What follows belongs to an exercise in optimizing a design on an open flow for small area; a production flow would make more cautious choices. Function was checked by simulation only, so behaviour that the tests miss may differ from the original. The flow treats the clock pin as an ideal source, which a real chip does not have. Power is estimated from default activity; no workload was simulated.

==> flow/design.v <==
module alu_adder (
    input             clk,
    input             rst,
    input             req_valid,
    output            req_ready,
    input      [7:0]  ctrl,
    input      [31:0] src,
    input      [31:0] dest,
    input             flag_we,
    input      [5:0]  flag_wdata,
    output reg        resp_valid,
    output     [31:0] result,
    output     [5:0]  flags,
    output reg        faulted,
    output     [2:0]  fault_cause
);
    localparam K_X = 3'd0, K_R = 3'd1, K_H = 3'd2, K_M = 3'd3;
    localparam K_D = 3'd4, K_G = 3'd5, K_I = 3'd6, K_S = 3'd7;
    reg cf, pf, af, zf, sf, of;
    assign flags = {of, sf, zf, af, pf, cf};
    reg [2:0]  ph;
    assign fault_cause = {ph[1], ~ph[1], ph[0]};
    reg [4:0]  cnt;
    reg        t;           
    reg [31:0] A;
    reg [31:0] Q;
    assign result = A;
    reg  [6:0] ctrl_r;
    wire [4:0] op = ctrl_r[4:0];
    wire [1:0] wc = ctrl_r[6:5];
    wire illegal_op = ctrl[7] | (ctrl[4:0] > 5'd16);
    wire illegal_w  = (ctrl[6:5] == 2'b11);
    wire bad = illegal_op | illegal_w;
    wire op_addsub = (op[4:2] == 3'b000);           
    wire op_sub    = op[1];
    wire op_carry  = op[0];
    wire op_mul    = (op == 5'd4) | (op == 5'd5);
    wire op_div    = (op == 5'd6) | (op == 5'd7);
    wire op_mod    = (op == 5'd8) | (op == 5'd9);
    wire op_dm     = op_div | op_mod;
    wire op_signed = op[0] & (op_mul | op_dm);      
    wire op_logic  = (op == 5'd10) | (op == 5'd11) | (op == 5'd12);
    wire op_shl    = (op == 5'd13) | (op == 5'd16);
    wire op_shr    = (op == 5'd14);
    wire op_sar    = (op == 5'd15);
    wire op_shrx   = op_shr | op_sar;
    wire w8  = (wc == 2'b00);
    wire w16 = (wc == 2'b01);
    wire g1 = wc[1] | wc[0];
    wire g2 = wc[1];
    wire [31:0] mask = {{16{g2}}, {8{g1}}, 8'hFF};
    function msb_w(input [31:0] x, input [1:0] c);
        msb_w = c[1] ? x[31] : c[0] ? x[15] : x[7];
    endfunction
    wire sn = msb_w(src, wc);
    wire dn = msb_w(dest, wc);
    wire pn = sn ^ dn;                            
    wire [4:0] c = src[4:0];
    wire c_zero = (c == 5'd0);
    wire sneg   = op_sar & dn;                   
    wire at_c = (cnt == c);
    wire last = (cnt == 5'd0);
    reg [2:0] kind;
    always @(*) begin
        kind = K_X;
        if (op_addsub)
            kind = (ph == 3'd0) ? K_X : K_R;
        else if (op_logic)
            kind = (ph == 3'd2) ? K_G : K_X;
        else if (op_mul)
            case (ph)
                3'd0, 3'd1, 3'd3: kind = K_X;
                3'd2: kind = K_M;
                default: kind = K_H;
            endcase
        else if (op_dm)
            case (ph)
                3'd0, 3'd1, 3'd2, 3'd5: kind = K_X;
                3'd3: kind = K_D;
                3'd4: kind = op_mod ? K_R : K_H;
                default: kind = K_H;
            endcase
        else if (op_shl)
            kind = (ph == 3'd0) ? K_X : K_I;
        else
            kind = (ph == 3'd2) ? K_S : K_X;
    end
    reg ins, x32on, mk;
    reg ys, yd, inv, cin;
    reg qbit;
    wire [32:0] x = {A[31] & x32on, A[30:0], ins};
    wire [31:0] ysm = {{16{ys & g2}}, {8{ys & g1}}, {8{ys}}};
    wire [31:0] ydm = {{16{yd & g2}}, {8{yd & g1}}, {8{yd}}};
    wire [31:0] ivm = {{16{inv & g2}}, {8{inv & g1}}, {8{inv}}};
    wire [31:0] y = ((ysm & src) | (ydm & dest)) ^ ivm;
    wire [33:0] cy;
    wire [33:0] S;
    assign cy[0] = cin;
    genvar i;
    generate
        for (i = 0; i < 32; i = i + 1) begin : g_fa
            assign S[i] = x[i] ^ y[i] ^ cy[i];
            assign cy[i+1] = (x[i] & y[i]) | (x[i] & cy[i]) | (y[i] & cy[i]);
        end
    endgenerate
    assign S[32] = x[32] ^ cy[32];
    assign cy[33] = x[32] & cy[32];
    assign S[33] = cy[33];
    wire s_w   = wc[1] ? S[32] : wc[0] ? S[16] : S[8];       
    wire s_w1  = wc[1] ? S[33] : wc[0] ? S[17] : S[9];       
    wire s_msb = msb_w(S[31:0], wc);                         
    wire q_chk = wc[1] ? Q[30] : wc[0] ? Q[14] : Q[6];       
    wire n_zf = ((S[31:0] & mask) == 32'd0);
    wire n_pf = ~^S[7:0];
    wire n_sf = s_msb;
    wire kill8  = mk & w8;
    wire kill16 = mk & w16;
    reg ready_c;         
    reg fault_c;         
    reg wflags;          
    reg n_cf, n_of;
    reg t_n;
    wire sub_step = ~t;                           
    wire neg = op_signed & (op_mod ? dn : pn);    
    always @(*) begin
        ins = 1'b0; x32on = 1'b1; mk = 1'b1;
        ys = 1'b0; yd = 1'b0; inv = 1'b0; cin = 1'b0;
        qbit = Q[31];
        ready_c = 1'b0; fault_c = 1'b0; wflags = 1'b0;
        n_cf = 1'b0; n_of = 1'b0;
        t_n = t;
        case (kind)
            K_X: begin
                mk = 1'b0;
                qbit = A[31];
                if ((op_mul & (ph == 3'd1)) | (op_dm & (ph == 3'd2))) t_n = 1'b0;
                if (last) begin
                    if (ph == 3'd0) begin
                        if (op_addsub | op_shrx) begin
                            yd = 1'b1;
                            inv = sneg;                    
                        end else if (op_mul) begin
                            ys = 1'b1; inv = op_signed & sn; cin = op_signed & sn;
                        end else if (op_dm | op_logic) begin
                            ys = 1'b1;
                            t_n = n_zf;
                        end
                    end else if (ph == 3'd1) begin
                        if (op_dm) begin
                            yd = 1'b1; inv = op_signed & dn; cin = op_signed & dn;
                        end else if (op_logic) begin
                            yd = 1'b1;
                        end else if (op_shrx) begin
                            inv = sneg;                    
                        end
                    end
                end
                if (op_dm & (ph == 3'd1) & t) begin
                    ready_c = 1'b1; fault_c = 1'b1;    
                end
            end
            K_R: begin
                ins = A[31]; x32on = 1'b0; mk = last;
                if (last) begin
                    ys = op_addsub | t;
                    if (op_addsub) begin
                        inv = op_sub;
                        cin = op_sub ^ (op_carry & cf);
                        ready_c = 1'b1; wflags = 1'b1;
                        n_cf = s_w ^ op_sub;
                        n_of = (dn ~^ (sn ^ op_sub)) & (s_msb ^ dn);
                    end else begin
                        inv = t & op_signed & sn; cin = t & op_signed & sn;
                        t_n = op_signed & ~pn & q_chk;
                    end
                end
            end
            K_H: begin
                ins = Q[31] ^ neg;
                if (last) begin
                    cin = neg;
                    ready_c = 1'b1;
                    if (op_mul) begin
                        wflags = 1'b1;
                        n_cf = t | (op_signed & ~((n_sf == pn) | n_zf));
                        n_of = n_cf;
                    end else if (op_div) begin
                        fault_c = op_signed & ~pn & n_sf;
                    end else begin
                        fault_c = t;
                    end
                end
            end
            K_M: begin
                yd = Q[31];
                inv = Q[31] & op_signed & dn; cin = Q[31] & op_signed & dn;
                t_n = t | s_w | s_w1;
            end
            K_D: begin
                ins = Q[31];
                ys = 1'b1;
                inv = sub_step ^ (op_signed & sn); cin = sub_step ^ (op_signed & sn);
                t_n = s_w ^ sub_step;
                qbit = ~(s_w ^ sub_step);
            end
            K_G: begin
                mk = 1'b0;
                ins = (op == 5'd10) ? (A[31] & Q[31]) :
                      (op == 5'd11) ? (A[31] | Q[31]) : (A[31] ^ Q[31]);
                if (last) begin
                    ready_c = 1'b1; wflags = 1'b1;
                end
            end
            K_I: begin
                yd = at_c;
                if (last) begin
                    ready_c = 1'b1; wflags = ~c_zero;
                    n_cf = s_w;
                    n_of = s_w ^ s_msb;
                end
            end
            default: begin   
                ins = Q[31] ^ sneg;
                if (at_c) begin
                    ready_c = 1'b1; wflags = ~c_zero;
                    n_cf = Q[30] ^ sneg;           
                    n_of = op_shr & dn;
                end
            end
        endcase
        if (bad) begin
            ready_c = 1'b1; fault_c = 1'b1;
        end
    end
    wire active = req_valid & ~faulted;
    assign req_ready = ~faulted & ready_c;
    wire accept = active & ready_c;
    wire [31:0] a_keep = {14'h3FFF, ~kill16, ~kill16, 6'h3F, ~kill8, ~kill8, 8'hFF};
    always @(posedge clk) begin
        A <= S[31:0] & a_keep;
        ctrl_r <= ctrl[6:0];
        Q <= {Q[30:0], qbit};
        t <= t_n;
    end
    wire fc_lo = bad ? ~illegal_op : (kind == K_H);
    always @(posedge clk) begin
        if (rst) begin
            ph <= 3'd0;
            cnt <= 5'd31;
            resp_valid <= 1'b0;
            faulted <= 1'b0;
            {of, sf, zf, af, pf, cf} <= 6'd0;
        end else begin
            resp_valid <= accept & ~fault_c;
            if (faulted) begin
            end else if (~active | accept) begin
                ph <= (accept & fault_c) ? {1'b0, bad, fc_lo} : 3'd0;
                cnt <= 5'd31;
            end else begin
                cnt <= cnt - 5'd1;
                if (last) ph <= ph + 3'd1;
            end
            if (accept & fault_c) faulted <= 1'b1;
            if (accept & ~fault_c & wflags) begin
                cf <= n_cf;
                pf <= n_pf;
                zf <= n_zf;
                sf <= n_sf;
                of <= n_of;
            end
            if (flag_we) {of, sf, zf, af, pf, cf} <= flag_wdata;
        end
    end
endmodule
export LEC_CHECK = 0
export ABC_AREA = 1
export CAP_MARGIN = 20
export CORE_MARGIN = 2
export CORE_UTILIZATION = 40
export SLEW_MARGIN = 20
create_clock -name core_clock -period 20.0 [get_ports {clk}]
standard.sh (not shown) runs the stock make flow with config.mk's settings and CLKGATE_MAP_FILE= SYNTH_SCRIPT=/design/flow/synth_recipe.tcl, a recipe that flattens the netlist after the stock synthesis.
==> flow/flow/run.sh <==
#!/bin/bash
# The standard layout (standard.sh), with four changes:
# - every port gets the smallest buffer cell (sky130_fd_sc_hd__buf_1);
# - the clock tree uses clkbuf_8/clkbuf_4 buffers and no dummy loads;
# - ABC maps the logic for area only (flow/area.abc instead of the
#   standard abc_area.script); the rest of the synthesis is the standard flow's own;
# - after CTS, flow/clock_down.tcl gives each clock buffer the smallest
#   size that keeps every flip-flop clock pin's slew within 110 ps.
# Each tool's output goes to standard.log and to ORFS's logs under orfs/.
set -euo pipefail
W=$PWD
export BUFFER_PORTS_ARGS="-buffer_cell sky130_fd_sc_hd__buf_1"
export POST_CTS_TCL="$W/flow/clock_down.tcl"
export CTS_ARGS="-sink_clustering_enable -repair_clock_nets -dont_use_dummy_load -buf_list sky130_fd_sc_hd__clkbuf_4 -root_buf sky130_fd_sc_hd__clkbuf_8"
cat > "$W/flow_synth.tcl" <<EOF
proc abc {args} {
  set i [lsearch -exact \$args -script]
  if { \$i >= 0 } { lset args [expr { \$i + 1 }] $W/flow/area.abc }
  yosys abc {*}\$args
}
source $W/synth_recipe.tcl
EOF
sed "s#SYNTH_SCRIPT=[^ ]*#SYNTH_SCRIPT=$W/flow_synth.tcl#" standard.sh > standard_area.sh
bash standard_area.sh > standard.log 2>&1
==> flow/flow/area.abc <==
strash
&get -n
&dch
&nf -p -R 1000 -F 8 -C 32
&put
topo
stime -c
dnsize -c
==> flow/flow/clock_down.tcl <==
set db [ord::get_db]
set block [ord::get_db_block]
set limit 0.110
proc worst_clk_slew {} {
  set worst 0
  foreach p [get_pins -hierarchical */CLK] {
    set sl [get_property $p slew_max]
    if { $sl > $worst } { set worst $sl }
  }
  return $worst
}
foreach inst [$block getInsts] {
  set name [$inst getName]
  if { ![string match "clkbuf_*_clk" $name] } { continue }
  set orig [[$inst getMaster] getName]
  foreach cand {sky130_fd_sc_hd__clkbuf_2 sky130_fd_sc_hd__clkbuf_4 sky130_fd_sc_hd__clkbuf_8 sky130_fd_sc_hd__clkbuf_16} {
    if { $cand == $orig } { break }
    $inst swapMaster [$db findMaster $cand]
    estimate_parasitics -placement
    if { [worst_clk_slew] <= $limit } { break }
    $inst swapMaster [$db findMaster $orig]
  }
  estimate_parasitics -placement
  puts "clock buffer $name: [[$inst getMaster] getName]"
}
puts "worst clock pin slew [worst_clk_slew]"
The starting point finished with timing, DRC and antenna clean.
Next try:
--- a/flow/flow/run.sh
+++ b/flow/flow/run.sh
@@ -1,4 +1,4 @@
 #!/bin/bash
-# The standard layout (standard.sh), with four changes:
+# The standard layout (standard.sh), with three changes:
 # - every port gets the smallest buffer cell (sky130_fd_sc_hd__buf_1);
 # - the clock tree uses clkbuf_8/clkbuf_4 buffers and no dummy loads;
What happened:
- total power is unchanged
- worst setup slack is unchanged
- flip-flop and latch count is unchanged
- cell area stays the same
- register-to-register slack hardly moves
- critical path depth does not change
- clock power is about the same
- wire length stays the same
- sequential power is about the same
- clock skew stays the same
- via count stays the same
Next try:
--- a/flow/flow/run.sh
+++ b/flow/flow/run.sh
@@ -4,12 +4,9 @@
 # - the clock tree uses clkbuf_8/clkbuf_4 buffers and no dummy loads;
 # - ABC maps the logic for area only (flow/area.abc instead of the
-#   standard abc_area.script); the rest of the synthesis is the standard flow's own;
-# - after CTS, flow/clock_down.tcl gives each clock buffer the smallest
-#   size that keeps every flip-flop clock pin's slew within 110 ps.
+#   standard abc_area.script); the rest of the synthesis is the standard flow's own.
 # Each tool's output goes to standard.log and to ORFS's logs under orfs/.
 set -euo pipefail
 W=$PWD
 export BUFFER_PORTS_ARGS="-buffer_cell sky130_fd_sc_hd__buf_1"
-export POST_CTS_TCL="$W/flow/clock_down.tcl"
 export CTS_ARGS="-sink_clustering_enable -repair_clock_nets -dont_use_dummy_load -buf_list sky130_fd_sc_hd__clkbuf_4 -root_buf sky130_fd_sc_hd__clkbuf_8"
 cat > "$W/flow_synth.tcl" <<EOF
removed: flow/flow/clock_down.tcl
What happened: Combinational power hardly moves; routed wire length hardly moves; global-route usage does not change.

==> separate check: timing with driven ports <==
No port has a modelled driver above. Below, the same layouts with a new extraction and two added sets of constraints. Step 1 (the two cells are an assumption about what drives the block):
set clk [get_ports {clk}]
set_driving_cell -lib_cell sky130_fd_sc_hd__clkbuf_16 $clk
set_driving_cell -lib_cell sky130_fd_sc_hd__buf_2 [delete_from_list [all_inputs] $clk]
Step 2 adds t to the input delays and takes it off the output delays; t is the mean of the earliest and latest rising clock arrival at the registers after step 1. Input paths then give back, and output paths get back, about the clock's delay inside the block. a / b / c = no drivers / after step 1 / after step 2; a / b = the first two.
run | t, ns | setup slack, ns | cell pins on the clock port's net
the first run | 0.589 | 0.863 / 0.871 / 0.282 | 1
the second run | 0.589 | 0.863 / 0.871 / 0.282 | 1
the third run | 0.392 | 0.823 / 0.833 / 0.442 | 1
After both steps setup and hold are still met in every run listed.
